What follows belongs to an exercise in optimizing a design on an open flow for small area and few clock cycles; a production flow would make more cautious choices.
In this exercise RTL edits were held to simulation tests only and were not proved equivalent to the original.
Power and IR drop assume default switching activity.

run 1:
Design bbse_fc, start of the top module:
module bbse_fc (
    input  wire         clk,
    input  wire         rst,
    input  wire         req_valid,
    input  wire [31:0]  req_word,
    input  wire         buf_we,
    input  wire [2:0]   buf_idx,
    input  wire [7:0]   buf_wdata,
    output wire [7:0]   status,
    output wire [15:0]  result,
    output wire [55:0]  buf_q,
    output wire [127:0] rbuf_q,
    output wire         tx_valid,
    output wire [7:0]   tx_data,
    input  wire         tx_ready,
    input  wire         rx_valid,
    input  wire [7:0]   rx_data,
    input  wire         link_timeout,
    input  wire         link_closed
);
clock: 10.0 ns
lec_check: 0
cap_margin: 20
core_margin: 2
core_utilization: 40
slew_margin: 20
standard.sh (not shown) runs the stock make flow with config.mk's settings and CLKGATE_MAP_FILE= SYNTH_SCRIPT=/design/flow/synth_recipe.tcl, a recipe that flattens the netlist after the stock synthesis.
==> flow/flow/run.sh <==
#!/bin/bash
# Layout flow: the standard ORFS flow, with the port buffers made of
# sky130_fd_sc_hd__buf_1 and clock tree synthesis without dummy loads.
set -euo pipefail
cd "$(dirname "$0")/.."
bash standard.sh \
  "BUFFER_PORTS_ARGS=-buffer_cell sky130_fd_sc_hd__buf_1" \
  "CTS_ARGS=-sink_clustering_enable -repair_clock_nets -dont_use_dummy_load -sink_clustering_size 16 -sink_clustering_max_diameter 80 -buf_list sky130_fd_sc_hd__clkbuf_8" \
  finish > flow_make.log 2>&1
Testbench counts of run 1, summed over its fixed seeds: cycles 988,596.
> inputs changed (run 1 -> run 2)
Settings: CAP_MARGIN now 0, was 20; SLEW_MARGIN now 0, was 20; CORE_UTILIZATION now 60, was 40.
Results
Of run 1 and run 2, run 2 shows the lower number of standard cells in the final layout excluding fillers, with run 1 above it.
Delta(first-iteration DRC count, run 2 - run 1) < 0
Minimum period implied by the final worst setup slack in run 2 is 0.029 ns below run 1.
From run 1 to run 2 the numbers moved as follows: sequential share of layout area rose 0.70 points, die outline area fell 8900 sq um.
> inputs changed (run 2 -> run 3)
Settings: swapping 60 for 40 in CORE_UTILIZATION; swapping 0 for 20 in SLEW_MARGIN; swapping 0 for 20 in CAP_MARGIN.
diff --git a/flow/flow/run.sh b/flow/flow/run.sh
--- a/flow/flow/run.sh
+++ b/flow/flow/run.sh
@@ -8 +8 @@
-  "CTS_ARGS=-sink_clustering_enable -repair_clock_nets -dont_use_dummy_load -sink_clustering_size 16 -sink_clustering_max_diameter 80 -buf_list sky130_fd_sc_hd__clkbuf_8" \
+  "CTS_ARGS=-sink_clustering_enable -repair_clock_nets -dont_use_dummy_load -sink_clustering_size 25 -sink_clustering_max_diameter 120 -buf_list sky130_fd_sc_hd__clkbuf_16" \
==> comparison <==
Run 3 finished every step from synthesis to the final layout, and the layout passed the timing, DRC and antenna checks.
From run 2 to run 3 the numbers moved as follows: routed length on met3 now sits lower, CTS clock-pin slew for the worst setup and hold paths barely changed, proportion of power drawn by the clock network grew by 2.3 points.

========
Setup of amber:
The RTL this note starts from:
==> flow/design.v <==
module bbse_fc (
    input  wire         clk,
    input  wire         rst,
    input  wire         req_valid,
    input  wire [31:0]  req_word,
    input  wire         buf_we,
    input  wire [2:0]   buf_idx,
    input  wire [7:0]   buf_wdata,
    output wire [7:0]   status,
    output wire [15:0]  result,
    output wire [55:0]  buf_q,
    output wire [127:0] rbuf_q,
    output wire         tx_valid,
    output wire [7:0]   tx_data,
    input  wire         tx_ready,
    input  wire         rx_valid,
    input  wire [7:0]   rx_data,
    input  wire         link_timeout,
    input  wire         link_closed
);
    localparam [2:0] P_IDLE  = 3'd0;
    localparam [2:0] P_OPEN  = 3'd1;
    localparam [2:0] P_CMD   = 3'd2;
    localparam [2:0] P_RSET  = 3'd3;
    localparam [2:0] P_RDAT  = 3'd4;
    localparam [2:0] P_WDAT  = 3'd5;
    localparam [2:0] P_CLOSE = 3'd6;
    localparam [2:0] P_SING  = 3'd7;
    localparam [4:0] C_TX0 = 5'd19;       
    localparam [4:0] C_HDR = 5'd30;       
    reg  [2:0]  ph;
    reg  [2:0]  st;          
    reg  [2:0]  bi;          
    reg  [2:0]  by;          
    reg  [4:0]  cnt;
    reg  [2:0]  err;
    reg  [15:0] res;
    reg  [7:0]  bufm  [0:6];
    reg  [7:0]  rbufm [0:15];
    wire busy  = (ph != P_IDLE);
    wire txing = cnt[4] & ~(cnt[3] & cnt[2] & cnt[1]);
    wire rxing = busy & ~txing;
    wire bb    = (by == 3'd7);
    wire [3:0]  w_op = req_word[31:28];
    wire [3:0]  w_n  = req_word[27:24];
    wire [7:0]  w_a  = req_word[23:16];
    wire [15:0] w_v  = req_word[15:0];
    reg [3:0] w_len;
    reg       w_cmd;
    always @(*) begin
        w_cmd = 1'b1;
        case (w_a)
            8'h60:        w_len = 4'd0;
            8'h62, 8'h63: w_len = 4'd1;
            8'h64, 8'h65: w_len = 4'd7;
            8'h66, 8'h67: w_len = 4'd3;
            8'h68, 8'h69: w_len = 4'd2;
            default: begin w_len = 4'd0; w_cmd = 1'b0; end
        endcase
    end
    reg wf;
    always @(*) begin
        case (w_op)
            4'h1, 4'h2: wf = (w_n == 4'd0) && (w_a == 8'd0) && (w_v[15:8] == 8'd0);
            4'h3:       wf = (w_n == 4'd0) && (w_a == 8'd0) && (w_v == 16'd0);
            4'h4:       wf = (w_n == 4'd0) && !w_a[0];
            4'h5:       wf = (w_n == 4'd0) && !w_a[0] && (w_v == 16'd0);
            4'h6:       wf = (w_n == 4'd0) && !w_a[0] && (w_v != 16'd0) && (w_v <= 16'd16);
            4'h7:       wf = w_cmd && (w_n == w_len) && (w_v == 16'd0);
            default:    wf = 1'b0;
        endcase
    end
    wire take   = req_valid && !busy;
    wire accept = take && wf;
    wire        is_rtc_rd = res[8];
    wire [2:0]  nm1 = (res[11:9] == 3'd1) ? 3'd0 :
                      (res[11:9] == 3'd2) ? 3'd6 :
                      (res[11:9] == 3'd3) ? 3'd2 : 3'd1;
    wire        last_byte = bb || (by == nm1);
    wire [63:0] wsrc = {res[7:0], bufm[6], bufm[5], bufm[4], bufm[3],
                        bufm[2], bufm[1], bufm[0]};
    wire        cbit = res[{~bb, ~bi}];
    wire        dbit = wsrc[{by, bi}];
    reg        rd;
    reg [6:0]  addr7;
    reg [2:0]  v3;
    always @(*) begin
        rd    = 1'b0;
        addr7 = 7'h62;
        v3    = 3'd0;
        case (ph)
            P_OPEN: case (st[1:0])
                2'd0: begin addr7 = 7'h64; v3 = 3'd1; end
                2'd1: v3 = 3'd1;
                2'd2: v3 = 3'd5;
                default: begin addr7 = 7'h63; v3 = 3'd7; end
            endcase
            P_CMD:  v3 = {1'b1, cbit, st[1:0] == 2'd3};
            P_WDAT: v3 = {1'b1, dbit, st[1:0] == 2'd3};
            P_RSET: begin addr7 = 7'h63; v3 = 3'd5; end
            P_RDAT: begin
                if (st == 3'd6) begin rd = 1'b1; v3 = 3'd2; end
                else v3 = {1'b1, 1'b0, st == 3'd5};
            end
            P_CLOSE: begin
                if (st[2]) addr7 = 7'h64;
                else v3 = {st[0], 1'b0, 1'b1};
            end
            P_SING: begin
                rd    = st[2] | st[1];
                addr7 = {by, bi, st[0]};
            end
            default: ;
        endcase
    end
    wire       sing  = (ph == P_SING);
    wire       r16   = sing & st[1];
    wire       rn    = sing & st[2];
    wire [7:0] vlo   = sing ? (res[7:0] | {6'd0, r16, 1'b0}) : {5'd0, v3};
    wire [7:0] vhi   = sing ? res[15:8] : 8'd0;
    reg [7:0] fbyte;
    always @(*) begin
        case (cnt)
            5'd19:   fbyte = 8'h09;
            5'd21:   fbyte = rd ? 8'hF6 : 8'hF5;
            5'd22:   fbyte = {1'b0, addr7};
            5'd26:   fbyte = vlo;
            5'd27:   fbyte = vhi;
            default: fbyte = 8'h00;
        endcase
    end
    assign tx_valid = busy & txing;
    assign tx_data  = fbyte;
    wire [4:0] cnt_inc = cnt + 5'd1;
    wire [4:0] lastv   = !rd ? 5'd31 : (rn ? res[4:0] : 5'd2);
    wire       rx_ok   = rxing & rx_valid;
    wire       ok      = rx_ok & (cnt_inc == lastv);
    wire       fail    = rxing & (link_timeout | link_closed);
    wire [2:0] fcode   = link_timeout ? 3'd1 : (cnt == C_HDR) ? 3'd2 : 3'd3;
    wire       smp_x   = (ph == P_RDAT) & (st == 3'd6);
    wire       smp_en  = smp_x & ((rx_ok & (cnt == 5'd0)) | fail);
    wire       sbit    = smp_x & rx_ok & rx_data[1];
    reg [2:0] nph, nst, nbi, nby;
    reg       fin;
    always @(*) begin
        nph = ph; nst = st + 3'd1; nbi = bi; nby = by; fin = 1'b0;
        if (fail) begin
            nst = 3'd0;
            if (ph == P_CLOSE || ph == P_SING || bb) fin = 1'b1;
            else nph = P_CLOSE;
        end else begin
            case (ph)
                P_OPEN: if (st[1:0] == 2'd3) begin nph = P_CMD; nst = 3'd0; end
                P_CMD: if (st[1:0] == 2'd3) begin
                    nst = 3'd0; nbi = bi + 3'd1;
                    if (bi == 3'd7) begin
                        if (bb) fin = 1'b1;
                        else if (res[11:8] == 4'd0) nph = P_CLOSE;
                        else if (is_rtc_rd) nph = P_RSET;
                        else nph = P_WDAT;
                    end
                end
                P_RSET: begin nph = P_RDAT; nst = 3'd0; end
                P_RDAT, P_WDAT:
                    if ((ph == P_RDAT) ? (st == 3'd6) : (st[1:0] == 2'd3)) begin
                        nst = 3'd0; nbi = bi + 3'd1;
                        if (bi == 3'd7) begin
                            if (last_byte) begin
                                if (bb) fin = 1'b1;
                                else nph = P_CLOSE;
                            end else nby = by + 3'd1;
                        end
                    end
                P_CLOSE: if (st[2]) fin = 1'b1;
                default: fin = 1'b1;
            endcase
        end
    end
    wire step = ok | fail;
    wire keep_res = (ph == P_RDAT & bb) | (r16 & !fail);
    always @(posedge clk) begin
        if (rst) begin
            ph  <= P_IDLE;
            cnt <= 5'd0;
            err <= 3'd0;
        end else if (!busy) begin
            if (req_valid) begin
                cnt <= C_TX0;
                if (wf) begin
                    err <= 3'd0;
                    case (w_op[2:0])
                        3'd1: ph <= P_CMD;
                        3'd2: ph <= P_WDAT;
                        3'd3: ph <= P_RDAT;
                        3'd7: ph <= P_OPEN;
                        default: ph <= P_SING;
                    endcase
                end else begin
                    err <= 3'd5;
                end
            end
        end else begin
            if (fail && err == 3'd0)
                err <= fcode;
            if (step) begin
                cnt <= C_TX0;
                ph  <= fin ? P_IDLE : nph;
            end else if (txing ? tx_ready : rx_valid) begin
                cnt <= cnt_inc;
            end
        end
    end
    always @(posedge clk) begin
        if (accept) begin
            if (w_op[2]) begin
                if (w_op[1:0] == 2'd3) begin
                    st <= 3'd0; bi <= 3'd0; by <= 3'd0;
                end else begin
                    st <= {w_op[1:0], w_a[1]};
                    bi <= w_a[4:2];
                    by <= w_a[7:5];
                end
            end else begin
                st <= 3'd0; bi <= 3'd0; by <= 3'd7;
            end
        end else if (busy && step) begin
            st <= nst; bi <= nbi; by <= nby;
        end
    end
    reg [15:0] res_d;
    always @(*) begin
        res_d = res;
        if (rst)
            res_d = 16'd0;
        else if (accept)
            res_d = (w_op == 4'h7) ? {w_a, 8'd0} : w_v;
        else if (busy && step && fin && !keep_res)
            res_d = 16'd0;
        else begin
            if (r16 && rx_ok && cnt == 5'd0) res_d[7:0]  = rx_data;
            if (r16 && rx_ok && cnt == 5'd1) res_d[15:8] = rx_data;
            if (smp_en) begin
                if (bi == 3'd0) res_d[7:1] = 7'd0;
                res_d[bi] = sbit;
            end
        end
    end
    always @(posedge clk)
        res <= res_d;
    wire [2:0] nrd = (res[11:9] == 3'd1) ? 3'd1 :
                     (res[11:9] == 3'd2) ? 3'd7 :
                     (res[11:9] == 3'd3) ? 3'd3 : 3'd2;
    wire       bclr = (ph == P_OPEN) & is_rtc_rd;
    reg  [7:0] smpd;
    integer j;
    always @(*)
        for (j = 0; j < 8; j = j + 1)
            smpd[j] = (bi == j) ? sbit : ((bi == 3'd0) ? 1'b0 : res[j]);
    wire [7:0] bufd = busy ? smpd : buf_wdata;
    integer k;
    always @(posedge clk) begin
        for (k = 0; k < 7; k = k + 1)
            if ((!busy && buf_we && buf_idx == k) ||
                (bclr && k < nrd) ||
                (smp_en && !bb && by == k))
                bufm[k] <= bufd;
    end
    always @(posedge clk) begin
        if (rn && rx_ok && !cnt[4])
            rbufm[cnt[3:0]] <= rx_data;
    end
    assign status = {1'b0, err, 2'b00, cnt[4] & !busy, busy};
    assign result = res;
    genvar g;
    generate
        for (g = 0; g < 7; g = g + 1) begin : g_buf
            assign buf_q[8*g +: 8] = bufm[g];
        end
        for (g = 0; g < 16; g = g + 1) begin : g_rbuf
            assign rbuf_q[8*g +: 8] = rbufm[g];
        end
    endgenerate
endmodule
clock: 10.0 ns
lec_check: 0
cap_margin: 0
core_margin: 2
core_utilization: 60
slew_margin: 0
==> flow/flow/run.sh <==
#!/bin/bash
# Layout flow: the standard ORFS flow with
# - synthesis: the standard flow's synthesis script, but ABC maps with an area-oriented
#   script (flow/area.abc) and adders are left to ABC (no ha/fa extraction);
#   the registers are those of the standard synthesis;
# - port buffers made of sky130_fd_sc_hd__buf_1;
# - clock tree synthesis with clkbuf_8 clusters of at most 16 sinks and no
#   dummy loads.
# make's output goes to flow_make.log; ORFS keeps each step's log under orfs/logs.
set -euo pipefail
cd "$(dirname "$0")/.."
export AREA_ABC_SCRIPT="$PWD/flow/area.abc"
cat flow/abc_override.tcl synth_recipe.tcl > area_synth.tcl
bash standard.sh \
  "SYNTH_SCRIPT=$PWD/area_synth.tcl" \
  "ADDER_MAP_FILE=" \
  "BUFFER_PORTS_ARGS=-buffer_cell sky130_fd_sc_hd__buf_1" \
  "CTS_ARGS=-sink_clustering_enable -repair_clock_nets -dont_use_dummy_load -sink_clustering_size 16 -sink_clustering_max_diameter 80 -buf_list sky130_fd_sc_hd__clkbuf_8" \
  finish > flow_make.log 2>&1
==> flow/flow/abc_override.tcl <==
# Prepended to the standard flow's synthesis script: ABC maps the logic with the
# area-oriented script in area.abc instead of ORFS's speed script, at a
# 10 ns delay target. Nothing else in the synthesis changes.
proc abc {args} {
  set out [list -script $::env(AREA_ABC_SCRIPT)]
  set skip 0
  foreach a $args {
    if {$skip} { set skip 0; continue }
    if {$a eq "-script" || $a eq "-D"} { set skip 1; continue }
    lappend out $a
  }
  lappend out -D 10000
  puts "area abc: $out"
  yosys abc {*}$out
}
==> flow/flow/area.abc <==
strash; ifraig; scorr; dc2; dretime; strash; &get -n; &deepsyn -T 40; &dch -f; &nf -a -p -R 1000 -F 8 -A 4 -C 32; &put
Testbench counts of amber, summed over its fixed seeds: cycles 988,596.
Modified inputs, quartz compared to amber
--- a/flow/flow/run.sh
+++ b/flow/flow/run.sh
@@ -5,5 +5,5 @@
 #   the registers are those of the standard synthesis;
 # - port buffers made of sky130_fd_sc_hd__buf_1;
-# - clock tree synthesis with clkbuf_8 clusters of at most 16 sinks and no
+# - clock tree synthesis with clkbuf_4 clusters of at most 10 sinks and no
 #   dummy loads.
 # make's output goes to flow_make.log; ORFS keeps each step's log under orfs/logs.
@@ -16,4 +16,4 @@
   "ADDER_MAP_FILE=" \
   "BUFFER_PORTS_ARGS=-buffer_cell sky130_fd_sc_hd__buf_1" \
-  "CTS_ARGS=-sink_clustering_enable -repair_clock_nets -dont_use_dummy_load -sink_clustering_size 16 -sink_clustering_max_diameter 80 -buf_list sky130_fd_sc_hd__clkbuf_8" \
+  "CTS_ARGS=-sink_clustering_enable -repair_clock_nets -dont_use_dummy_load -sink_clustering_size 10 -sink_clustering_max_diameter 50 -buf_list sky130_fd_sc_hd__clkbuf_4" \
   finish > flow_make.log 2>&1
==> flow/flow/area.abc <==
strash; ifraig; scorr; dc2; dretime; strash; &get -n; &deepsyn -T 150; &dch -f; &nf -a -p -R 1000 -F 8 -A 4 -C 32; &put
## What came out
- Of quartz and amber, the run reporting the lower fmax was quartz.
- Compared with amber, power of the clock network in quartz decreased by a little under 10%.
- Average footprint of a synthesized cell of quartz is on par with amber.
- The run with more routed wire is quartz, not amber.
- On final standard cell utilization of the core, quartz and amber are basically level.
- Summary of quartz over amber: largest stage delay on the critical path now larger; via count now larger.
#### Input delta (raven over quartz)
--- a/flow/flow/run.sh
+++ b/flow/flow/run.sh
@@ -5,5 +5,5 @@
 #   the registers are those of the standard synthesis;
 # - port buffers made of sky130_fd_sc_hd__buf_1;
-# - clock tree synthesis with clkbuf_4 clusters of at most 10 sinks and no
+# - clock tree synthesis with clkbuf_8 clusters of at most 16 sinks and no
 #   dummy loads.
 # make's output goes to flow_make.log; ORFS keeps each step's log under orfs/logs.
@@ -16,4 +16,4 @@
   "ADDER_MAP_FILE=" \
   "BUFFER_PORTS_ARGS=-buffer_cell sky130_fd_sc_hd__buf_1" \
-  "CTS_ARGS=-sink_clustering_enable -repair_clock_nets -dont_use_dummy_load -sink_clustering_size 10 -sink_clustering_max_diameter 50 -buf_list sky130_fd_sc_hd__clkbuf_4" \
+  "CTS_ARGS=-sink_clustering_enable -repair_clock_nets -dont_use_dummy_load -sink_clustering_size 20 -sink_clustering_max_diameter 60 -buf_list sky130_fd_sc_hd__clkbuf_8" \
   finish > flow_make.log 2>&1
==> flow/flow/area.abc <==
strash; ifraig; scorr; dc2; dretime; strash; &get -n; &deepsyn -T 40; &dch -f; &nf -a -p -R 1000 -F 8 -A 4 -C 32; &put
## What came out
- Looking at quartz and raven, the post-synthesis async set-or-reset flop share is a wash.
- raven vs quartz on clock power share: raven is the higher one.
- Shortest period the worst path allows delta (quartz -> raven): insignificant
- As far as number of library cell types mapped by synthesis goes, raven and quartz are indistinguishable; the numbers are identical.
Setup changes, raven to harbor
--- a/flow/flow/run.sh
+++ b/flow/flow/run.sh
@@ -5,5 +5,5 @@
 #   the registers are those of the standard synthesis;
 # - port buffers made of sky130_fd_sc_hd__buf_1;
-# - clock tree synthesis with clkbuf_8 clusters of at most 16 sinks and no
+# - clock tree synthesis with clkbuf_4 clusters of at most 10 sinks and no
 #   dummy loads.
 # make's output goes to flow_make.log; ORFS keeps each step's log under orfs/logs.
@@ -16,4 +16,4 @@
   "ADDER_MAP_FILE=" \
   "BUFFER_PORTS_ARGS=-buffer_cell sky130_fd_sc_hd__buf_1" \
-  "CTS_ARGS=-sink_clustering_enable -repair_clock_nets -dont_use_dummy_load -sink_clustering_size 20 -sink_clustering_max_diameter 60 -buf_list sky130_fd_sc_hd__clkbuf_8" \
+  "CTS_ARGS=-sink_clustering_enable -repair_clock_nets -dont_use_dummy_load -sink_clustering_size 10 -sink_clustering_max_diameter 50 -buf_list sky130_fd_sc_hd__clkbuf_4" \
   finish > flow_make.log 2>&1
==> comparison <==
harbor ends up with a area growth from synthesis to final layout that is 0.25 points lower than in raven.
Per the comparison of harbor with raven, number of search-and-repair iterations in the first detailed-routing pass rose by 1, total number of vias essentially unchanged.
The lower total power after layout came out of harbor.
Sort harbor and raven by power per cell area asc -> top: harbor
Power drawn by the combinational cells of raven is on par with harbor.
Relative to raven, slew at the pin with the worst max-slew slack has decreased by 0.023 ns in harbor.
Status: worst slack on hold paths parity (raven, harbor)
Routed length on met2 shrinks slightly when moving from raven to harbor.
harbor gives more first-pass GRT wire length than raven did.

==> port drivers added, routing unchanged <==
The flow's constraints put no driver on any port. The routed layouts listed below were extracted and timed again, unchanged, in two steps.
Step 1 sets driving cells, clkbuf_16 on the clock port and buf_2 on the other inputs (assumed; they add their load-dependent delay and slew).
Step 2 adds t to the input delays and takes it off the output delays; t is the mean of the earliest and latest rising clock arrival at the registers after step 1. Input paths then give back, and output paths get back, about the clock's delay inside the block.
Slacks: ideal / step 1 / step 2; pairs: ideal / step 1.
run	t (ns)	setup slack, ns	worst setup path at the end	slew at the worst register clock pin (ns)
run 1	0.552	4.400 / 4.418 / 3.866	input to register	0.11 / 0.11
run 2	0.545	4.428 / 4.444 / 3.899	input to register	0.10 / 0.10
run 3	0.499	4.341 / 4.358 / 3.858	input to register	0.10 / 0.10
amber	0.527	4.558 / 4.516 / 4.521	input to register	0.11 / 0.11
quartz	0.659	4.529 / 4.485 / 4.568	input to register	0.12 / 0.12
raven	0.536	4.529 / 4.489 / 4.499	input to register	0.11 / 0.11
harbor	0.670	4.377 / 4.336 / 4.527	input to register	0.11 / 0.11
After both steps every run listed still meets setup and hold. For run 1, which loses most, drivers alone change the setup slack by +0.018 ns; drivers and shift together by -0.534 ns.
